This design comes from an exercise in tuning for small area, a short achievable clock period and few clock cycles on the open sky130 flow, not from production work.
In this exercise RTL edits were held to simulation tests only and were not proved equivalent to the original.
Power figures rest on the tool's default switching activity, not on a simulated workload.

Setup of job 8056:
==> flow/design.v <==
module frame_engine (
    input  wire        clk,
    input  wire        rst,           
    input  wire        cmd_valid,
    output wire        cmd_ready,
    input  wire [31:0] cmd_data,
    output reg         rsp_valid,
    output wire [31:0] rsp_data,
    output wire        frm_valid,
    input  wire        frm_ready,
    output wire [7:0]  frm_data,
    output wire        frm_first,
    output wire        frm_last
);
    localparam [7:0] P_MARKER0 = 8'hA5;
    localparam [7:0] P_MARKER1 = 8'h5A;
    localparam [7:0] P_VERSION = 8'h01;
    localparam [7:0] P_TYPE    = 8'h01;
    function [15:0] crc_step;
        input [15:0] r;
        input [7:0]  b;
        integer      n;
        reg   [15:0] t;
        begin
            t = r ^ {b, 8'h00};
            for (n = 0; n < 8; n = n + 1)
                t = t[15] ? ((t << 1) ^ 16'h1021) : (t << 1);
            crc_step = t;
        end
    endfunction
    wire [7:0] op = cmd_data[31:24];
    wire is_nop    = (cmd_data == 32'h00000000);
    wire is_init   = (cmd_data == 32'h01000000);
    wire is_seed   = (op == 8'h02) && (cmd_data[23:16] == 8'h00);
    wire is_update = (op == 8'h03) && (cmd_data[23:8]  == 16'h0000);
    wire is_read   = (cmd_data == 32'h04000000);
    wire is_hdr    = (op == 8'h08);
    wire is_feed   = (op == 8'h10) && (cmd_data[23:8]  == 16'h0000);
    wire is_status = (cmd_data == 32'h20000000);
    wire is_legal  = is_nop | is_init | is_seed | is_update | is_read |
                     is_hdr | is_feed | is_status;
    reg [7:0]  ring [0:127];
    reg [7:0]  qhead;       
    reg [7:0]  vtail;       
    reg [7:0]  qtail;       
    reg [6:0]  blen;        
    reg [6:0]  bend;        
    reg [7:0]  level;
    reg [7:0]  qlen;        
    reg        feed_ok;     
    reg        avail;       
    reg [15:0] pcrc;        
    reg        hdr_ok;      
    reg [3:0]  cnt;         
    reg        big;         
    reg [7:0]  prev;        
    reg        nm_v;        
    reg [6:0]  nm_a;
    reg        busy;
    reg        cmode;       
    reg [6:0]  rd;          
    reg [6:0]  rend;        
    reg [6:0]  jstart;      
    reg [7:0]  xr;
    reg        xv;
    reg [2:0]  nframes;
    reg [15:0] crc_reg;
    reg        illegal;
    reg        rk_ones, rk_crc, rk_stat;
    reg [2:0]  rsmall;
    reg [7:0]  h_d, n_d;
    reg        h_v, n_v;
    reg [6:0]  hoff;        
    reg [6:0]  hlast;       
    reg  [7:0] fa;          
    reg  [6:0] raddr;       
    wire [7:0] rdata = ring[raddr];
    reg        rdy;
    assign cmd_ready = rdy;
    wire       fire      = cmd_valid && cmd_ready;
    wire       feed_fire = fire && is_feed;
    wire       rp_act    = busy && !cmode && xv;
    wire       st_act    = feed_fire || rp_act;
    wire [7:0] x = busy ? xr : cmd_data[7:0];
    wire       last = (rd == rend);           
    wire       cand    = (blen >= 7'd2);
    wire [6:0] lastoff = {1'b0, cnt, 2'b11} + 7'd4;           
    wire       crc_en  = (blen <= 7'd4) || (blen + 7'd1 < lastoff);
    wire       mk      = (prev == P_MARKER0) && (x == P_MARKER1);
    wire       x_a5    = (x == P_MARKER0);
    wire       x_5a    = (x == P_MARKER1);
    wire       done_big = (blen == 7'd7) && big;
    wire       at_last  = (blen == lastoff) && !big;
    wire       good_pre = hdr_ok && (cnt != 4'd0) && (pcrc[7:0] == prev);
    wire       good     = good_pre && (pcrc[15:8] == x);
    wire       s_acc    = cand && at_last && good;
    wire       s_rej    = cand && (done_big || (at_last && !good));
    wire [6:0] bend_p1 = bend + 7'd1;
    wire [6:0] bend_m1 = bend - 7'd1;
    wire       st_v    = nm_v || mk || x_a5;
    wire [6:0] st_a    = nm_v ? nm_a : (mk ? bend_m1 : bend);
    wire       restart = s_rej && st_v;
    wire       we = busy ? xv : feed_ok;
    always @(posedge clk) begin
        if (we)
            ring[bend] <= x;
    end
    wire [31:0] status = {illegal, 1'b0, avail, feed_ok,
                          4'b0, level, 5'b0, 4'b0, blen};
    assign rsp_data = rk_ones ? 32'hFFFFFFFF :
                      rk_crc  ? {16'h0, crc_reg} :
                      rk_stat ? status : {29'h0, rsmall};
    assign frm_valid = h_v;
    assign frm_data  = h_d;
    reg    first_r, last_r;   
    assign frm_first = first_r;
    assign frm_last  = last_r;
    wire   pop       = h_v && frm_ready;
    wire   fetch     = !busy && (fa != vtail) && !(h_v && n_v && !pop);
    wire       acc      = st_act && s_acc;
    wire       resp_now = (feed_fire && !restart) ||
                          (rp_act && last && !restart);
    wire [7:0] qt_acc   = qtail + {1'b0, blen} + 8'd1;
    wire [7:0] qtail_n  = acc ? qt_acc : qtail;
    wire [7:0] vtail_n  = resp_now ? qtail_n : vtail;
    wire [7:0] l_a  = qlen;                        
    wire [7:0] l_b  = qlen + {1'b0, blen} + 8'd1;
    wire [7:0] l_s  = !resp_now ? level : (acc ? l_b : l_a);
    wire [7:0] l_sm = !resp_now ? level - 8'd1 : (acc ? l_b - 8'd1 : l_a - 8'd1);
    wire [7:0] level_n = pop ? l_sm : l_s;
    wire f_s  = !resp_now ? (level <= 8'd60) : (acc ? (l_b <= 8'd60) : (l_a <= 8'd60));
    wire f_sm = !resp_now ? (level <= 8'd61) : (acc ? (l_b <= 8'd61) : (l_a <= 8'd61));
    wire a_s  = !resp_now ? (level != 8'd0) : (acc ? (l_b != 8'd0) : (l_a != 8'd0));
    wire a_sm = !resp_now ? (level != 8'd1) : (acc ? (l_b != 8'd1) : (l_a != 8'd1));
    wire a5ld = resp_now && !avail && (qtail_n != vtail);
    wire busy_n = (feed_fire && restart) || (busy && !(rp_act && last && !restart));
    wire [6:0] rd_n = (feed_fire && restart)              ? st_a :
                      (rp_act && restart && last)         ? st_a :
                      (busy && cmode && xv && last)       ? jstart :
                      (busy && rd != rend)                ? rd + 7'd1 : rd;
    wire [7:0] fa_n = fa + {7'd0, a5ld || fetch};
    wire [7:0] qlen_n = (acc ? l_b : l_a) - {7'd0, pop};
    reg [6:0] blen_n, bend_n;
    always @(*) begin
        blen_n = blen;
        bend_n = bend;
        if (st_act) begin
            if (!cand) begin
                if (blen == 7'd1 && x_5a) begin
                    blen_n = 7'd2;
                    bend_n = qtail[6:0] + 7'd2;
                end else if (x_a5) begin
                    blen_n = 7'd1;
                    bend_n = qtail[6:0] + 7'd1;
                end else begin
                    blen_n = 7'd0;
                    bend_n = qtail[6:0];
                end
            end else if (s_acc) begin
                blen_n = 7'd0;
                bend_n = bend_p1;
            end else if (s_rej) begin
                blen_n = 7'd0;
                bend_n = (busy && !last && st_v) ? bend_p1 : qtail[6:0];
            end else begin
                blen_n = blen + 7'd1;
                bend_n = bend_p1;
            end
        end else if (busy && cmode && xv) begin
            bend_n = last ? qtail[6:0] : bend_p1;
        end
    end
    always @(posedge clk) begin
        if (rst) begin
            qhead     <= 8'd0;
            qtail     <= 8'd0;
            vtail     <= 8'd0;
            blen      <= 7'd0;
            bend      <= 7'd0;
            level     <= 8'd0;
            fa        <= 8'd0;
            raddr     <= 7'd0;
            qlen      <= 8'd0;
            feed_ok   <= 1'b1;
            rdy       <= 1'b1;
            avail     <= 1'b0;
            busy      <= 1'b0;
            cmode     <= 1'b0;
            xv        <= 1'b0;
            crc_reg   <= 16'hFFFF;
            illegal   <= 1'b0;
            rsp_valid <= 1'b0;
            h_v       <= 1'b0;
            n_v       <= 1'b0;
            hoff      <= 7'd0;
            hlast     <= 7'd127;
            first_r   <= 1'b1;
            last_r    <= 1'b0;
            nm_v      <= 1'b0;
        end else begin
            rsp_valid <= resp_now || (fire && !is_feed);
            qhead   <= qhead + {7'd0, pop};
            qtail   <= qtail_n;
            vtail   <= vtail_n;
            blen    <= blen_n;
            bend    <= bend_n;
            level   <= level_n;
            feed_ok <= pop ? f_sm : f_s;
            rdy     <= !busy_n && ((pop ? f_sm : f_s) ||
                                   (cmd_valid && !is_feed && !fire));
            avail   <= pop ? a_sm : a_s;
            fa    <= fa_n;
            rd    <= rd_n;
            raddr <= busy_n ? rd_n : fa_n[6:0];
            qlen  <= qlen_n;
            if (fire) begin
                rk_ones <= !is_legal;
                rk_crc  <= is_read;
                rk_stat <= is_status;
                rsmall  <= 3'd0;
                if (!is_legal)
                    illegal <= 1'b1;
                else if (is_init)
                    crc_reg <= 16'hFFFF;
                else if (is_seed)
                    crc_reg <= cmd_data[15:0];
                else if (is_update)
                    crc_reg <= crc_step(crc_reg, cmd_data[7:0]);
                else if (is_hdr)
                    rsmall <= {2'b0, (cmd_data[23:16] == P_VERSION) &&
                                     (cmd_data[15:8]  == P_TYPE) &&
                                     (cmd_data[7:0]   != 8'h00)};
                else if (is_feed)
                    rsmall <= {2'b0, s_acc};
            end
            if (st_act) begin
                prev <= x;
                if (!cand) begin
                    pcrc <= 16'hFFFF;
                    nm_v <= 1'b0;
                end else begin
                    if (crc_en)
                        pcrc <= crc_step(pcrc, x);
                    if (blen == 7'd2)
                        hdr_ok <= (x == P_VERSION);
                    if (blen == 7'd3)
                        hdr_ok <= hdr_ok && (x == P_TYPE);
                    if (blen == 7'd4) begin
                        cnt <= x[3:0];
                        big <= (x[7:4] != 4'd0);
                    end
                    if (mk && !nm_v) begin
                        nm_v <= 1'b1;
                        nm_a <= bend_m1;
                    end
                end
            end
            if (busy) begin
                if (rd != rend) begin
                    xr <= rdata;
                    xv <= 1'b1;
                end else
                    xv <= 1'b0;
            end
            if (feed_fire) begin
                nframes <= {2'b0, s_acc};
                if (restart) begin
                    busy  <= 1'b1;
                    cmode <= 1'b0;
                    rend  <= bend_p1;
                    xv    <= 1'b0;
                end
            end else if (rp_act) begin
                if (s_acc)
                    nframes <= nframes + 3'd1;
                if (restart) begin
                    if (last) begin
                        rend <= bend_p1;
                        xv   <= 1'b0;
                    end else begin
                        cmode  <= 1'b1;
                        jstart <= st_a;
                    end
                end else if (last) begin
                    busy   <= 1'b0;
                    rsmall <= nframes + {2'b0, s_acc};
                end
            end else if (busy && cmode && xv && last) begin
                cmode <= 1'b0;
                rend  <= bend_p1;
                xv    <= 1'b0;
            end
            if (a5ld) begin
                h_d <= P_MARKER0;
                h_v <= 1'b1;
            end else if (pop) begin
                hoff    <= last_r ? 7'd0 : hoff + 7'd1;
                first_r <= last_r;
                last_r  <= !last_r && (hoff != 7'd4) && (hoff + 7'd1 == hlast);
                if (hoff == 7'd4)
                    hlast <= {1'b0, h_d[3:0], 2'b11} + 7'd4;
                if (n_v) begin
                    h_d <= n_d;
                    h_v <= 1'b1;
                    n_d <= rdata;
                    n_v <= fetch;
                end else begin
                    h_d <= rdata;
                    h_v <= fetch;
                    n_v <= 1'b0;
                end
            end else if (fetch) begin
                if (!h_v) begin
                    h_d <= rdata;
                    h_v <= 1'b1;
                end else begin
                    n_d <= rdata;
                    n_v <= 1'b1;
                end
            end
        end
    end
endmodule
==> flow/config.mk <==
export PLATFORM = sky130hd
export DESIGN_NAME = frame_engine
export DESIGN_NICKNAME = frame_engine
export VERILOG_FILES = /design/flow/design.v
export SDC_FILE = /design/flow/constraint.sdc
export NUM_CORES = 4
export LEC_CHECK = 0
export CAP_MARGIN = 20
export CELL_PAD_IN_SITES_DETAIL_PLACEMENT = 1
export CELL_PAD_IN_SITES_GLOBAL_PLACEMENT = 2
export CORE_MARGIN = 2
export CORE_UTILIZATION = 50
export CTS_CLUSTER_DIAMETER = 120
export CTS_CLUSTER_SIZE = 24
export SLEW_MARGIN = 20
==> flow/constraint.sdc <==
create_clock -name core_clock -period 11.0 [get_ports {clk}]
set_input_delay 2.2000 -clock core_clock [delete_from_list [all_inputs] [get_ports {clk}]]
set_output_delay 2.2000 -clock core_clock [all_outputs]
set_load 0.01 [all_outputs]
standard.sh (not shown) runs the stock make flow with config.mk's settings and CLKGATE_MAP_FILE= SYNTH_SCRIPT=/design/flow/synth_recipe.tcl, a recipe that flattens the netlist after the stock synthesis.
==> flow/flow/run.sh <==
#!/bin/bash
set -euo pipefail
bash standard.sh SETUP_SLACK_MARGIN=6.5 finish > standard_flow.log 2>&1
Testbench counts of job 8056, summed over its fixed seeds: cycles 35,278.
## Diff of input files: job 9615 against job 8056
--- a/flow/design.v
+++ b/flow/design.v
@@ -84,17 +84,18 @@
     wire [7:0] x = busy ? xr : cmd_data[7:0];
     wire       last = (rd == rend);           
     wire       cand    = (blen >= 7'd2);
     wire [6:0] lastoff = {1'b0, cnt, 2'b11} + 7'd4;           
     wire       crc_en  = (blen <= 7'd4) || (blen + 7'd1 < lastoff);
-    wire       mk      = (prev == P_MARKER0) && (x == P_MARKER1);
-    wire       x_a5    = (x == P_MARKER0);
-    wire       x_5a    = (x == P_MARKER1);
+    wire       x_a5    = busy ? (xr == P_MARKER0) : (cmd_data[7:0] == P_MARKER0);
+    wire       x_5a    = busy ? (xr == P_MARKER1) : (cmd_data[7:0] == P_MARKER1);
+    wire       mk      = (prev == P_MARKER0) && x_5a;
     wire       done_big = (blen == 7'd7) && big;
     wire       at_last  = (blen == lastoff) && !big;
     wire       good_pre = hdr_ok && (cnt != 4'd0) && (pcrc[7:0] == prev);
-    wire       good     = good_pre && (pcrc[15:8] == x);
+    wire       good     = good_pre && (busy ? (pcrc[15:8] == xr)
+                                                : (pcrc[15:8] == cmd_data[7:0]));
     wire       s_acc    = cand && at_last && good;
     wire       s_rej    = cand && (done_big || (at_last && !good));
     wire [6:0] bend_p1 = bend + 7'd1;
     wire [6:0] bend_m1 = bend - 7'd1;
     wire       st_v    = nm_v || mk || x_a5;
@@ -136,12 +137,15 @@
     wire busy_n = (feed_fire && restart) || (busy && !(rp_act && last && !restart));
     wire [6:0] rd_n = (feed_fire && restart)              ? st_a :
                       (rp_act && restart && last)         ? st_a :
                       (busy && cmode && xv && last)       ? jstart :
                       (busy && rd != rend)                ? rd + 7'd1 : rd;
-    wire [7:0] fa_n = fa + {7'd0, a5ld || fetch};
-    wire [7:0] qlen_n = (acc ? l_b : l_a) - {7'd0, pop};
+    wire [7:0] fa_p1 = fa + 8'd1;
+    wire [7:0] fa_n = (a5ld || fetch) ? fa_p1 : fa;
+    wire [7:0] l_am = l_a - 8'd1;
+    wire [7:0] l_bm = l_b - 8'd1;
+    wire [7:0] qlen_n = pop ? (acc ? l_bm : l_am) : (acc ? l_b : l_a);
     reg [6:0] blen_n, bend_n;
     always @(*) begin
         blen_n = blen;
         bend_n = bend;
         if (st_act) begin
@@ -288,14 +292,11 @@
             end else if (busy && cmode && xv && last) begin
                 cmode <= 1'b0;
                 rend  <= bend_p1;
                 xv    <= 1'b0;
             end
-            if (a5ld) begin
-                h_d <= P_MARKER0;
-                h_v <= 1'b1;
-            end else if (pop) begin
+            if (pop) begin
                 hoff    <= last_r ? 7'd0 : hoff + 7'd1;
                 first_r <= last_r;
                 last_r  <= !last_r && (hoff != 7'd4) && (hoff + 7'd1 == hlast);
                 if (hoff == 7'd4)
                     hlast <= {1'b0, h_d[3:0], 2'b11} + 7'd4;
@@ -316,8 +317,12 @@
                 end else begin
                     n_d <= rdata;
                     n_v <= 1'b1;
                 end
             end
+            if (a5ld) begin
+                h_d <= P_MARKER0;
+                h_v <= 1'b1;
+            end
         end
     end
 endmodule
## What came out
- The final layout from job 9615, which completed every stage, passed the timing, design-rule and antenna checks at the end of the flow.
- Time the final worst path needs with I/O delays and setup ends up higher on job 8056.
- Looking at global routing usage on met1, job 9615 sits 1.7 points below job 8056.
- On critical path depth: job 9615 sits below job 8056.
- Total power consumption of the routed design improves in job 9615 relative to job 8056.
- The highest metal layer with signal wires comes out met5 in one run and met4 in the other, namely in job 9615 and job 8056 respectively.
- Taking job 8056 as the reference, in job 9615 worst hold slack now smaller, actual transition at the worst max-transition pin now smaller.
- When job 9615 is set beside job 8056, its count of cells along the worst register-to-register path turns out to be 1 smaller.
- Between job 8056 and job 9615, the sequential share of layout area figures differ only marginally.
- The higher achievable frequency came out of job 9615.
- When job 9615 is set beside job 8056, its share of power burned in registers turns out to be 8.2 points larger.
- Job 9615 -> job 8056: area of the die flat
- Job 8056 and job 9615 ended up with nearly the same final area.
- A critical path launch point of cmd_data[0] is what job 8056 shows, while cmd_data[9] belongs to job 9615.
- Cmp job 9615 vs job 8056: total power per unit cell area lower in job 9615
Testbench counts of job 9615, summed over its fixed seeds: cycles 35,278.

==> static timing again, ports no longer ideal <==
The results above use ideal ports. As a check the final layouts listed here were re-extracted and re-timed, cells and wires unchanged.
Step 1 assumes that a clkbuf_16 drives the clock port and a buf_2 every other input.
Step 2 times the ports against the registers' clock, not the clock port: input delays grow and output delays shrink by t, the midpoint of the rising clock arrivals with the driver on.
a / b / c = ideal ports / drivers / drivers and shift; a / b = the first two.
run	t (ns)	setup slack, ns	clock arrival spread, ns	worst slew at a driven data input, ns
job 8056	0.765	6.407 / 6.420 / 5.655	0.038 / 0.038	0.08
job 9615	0.764	6.557 / 6.513 / 5.833	0.050 / 0.049	0.04
After both steps setup and hold are still met in every run listed. The setup slack of job 8056, which loses most, moves by +0.013 ns with the drivers and by -0.752 ns with both steps.
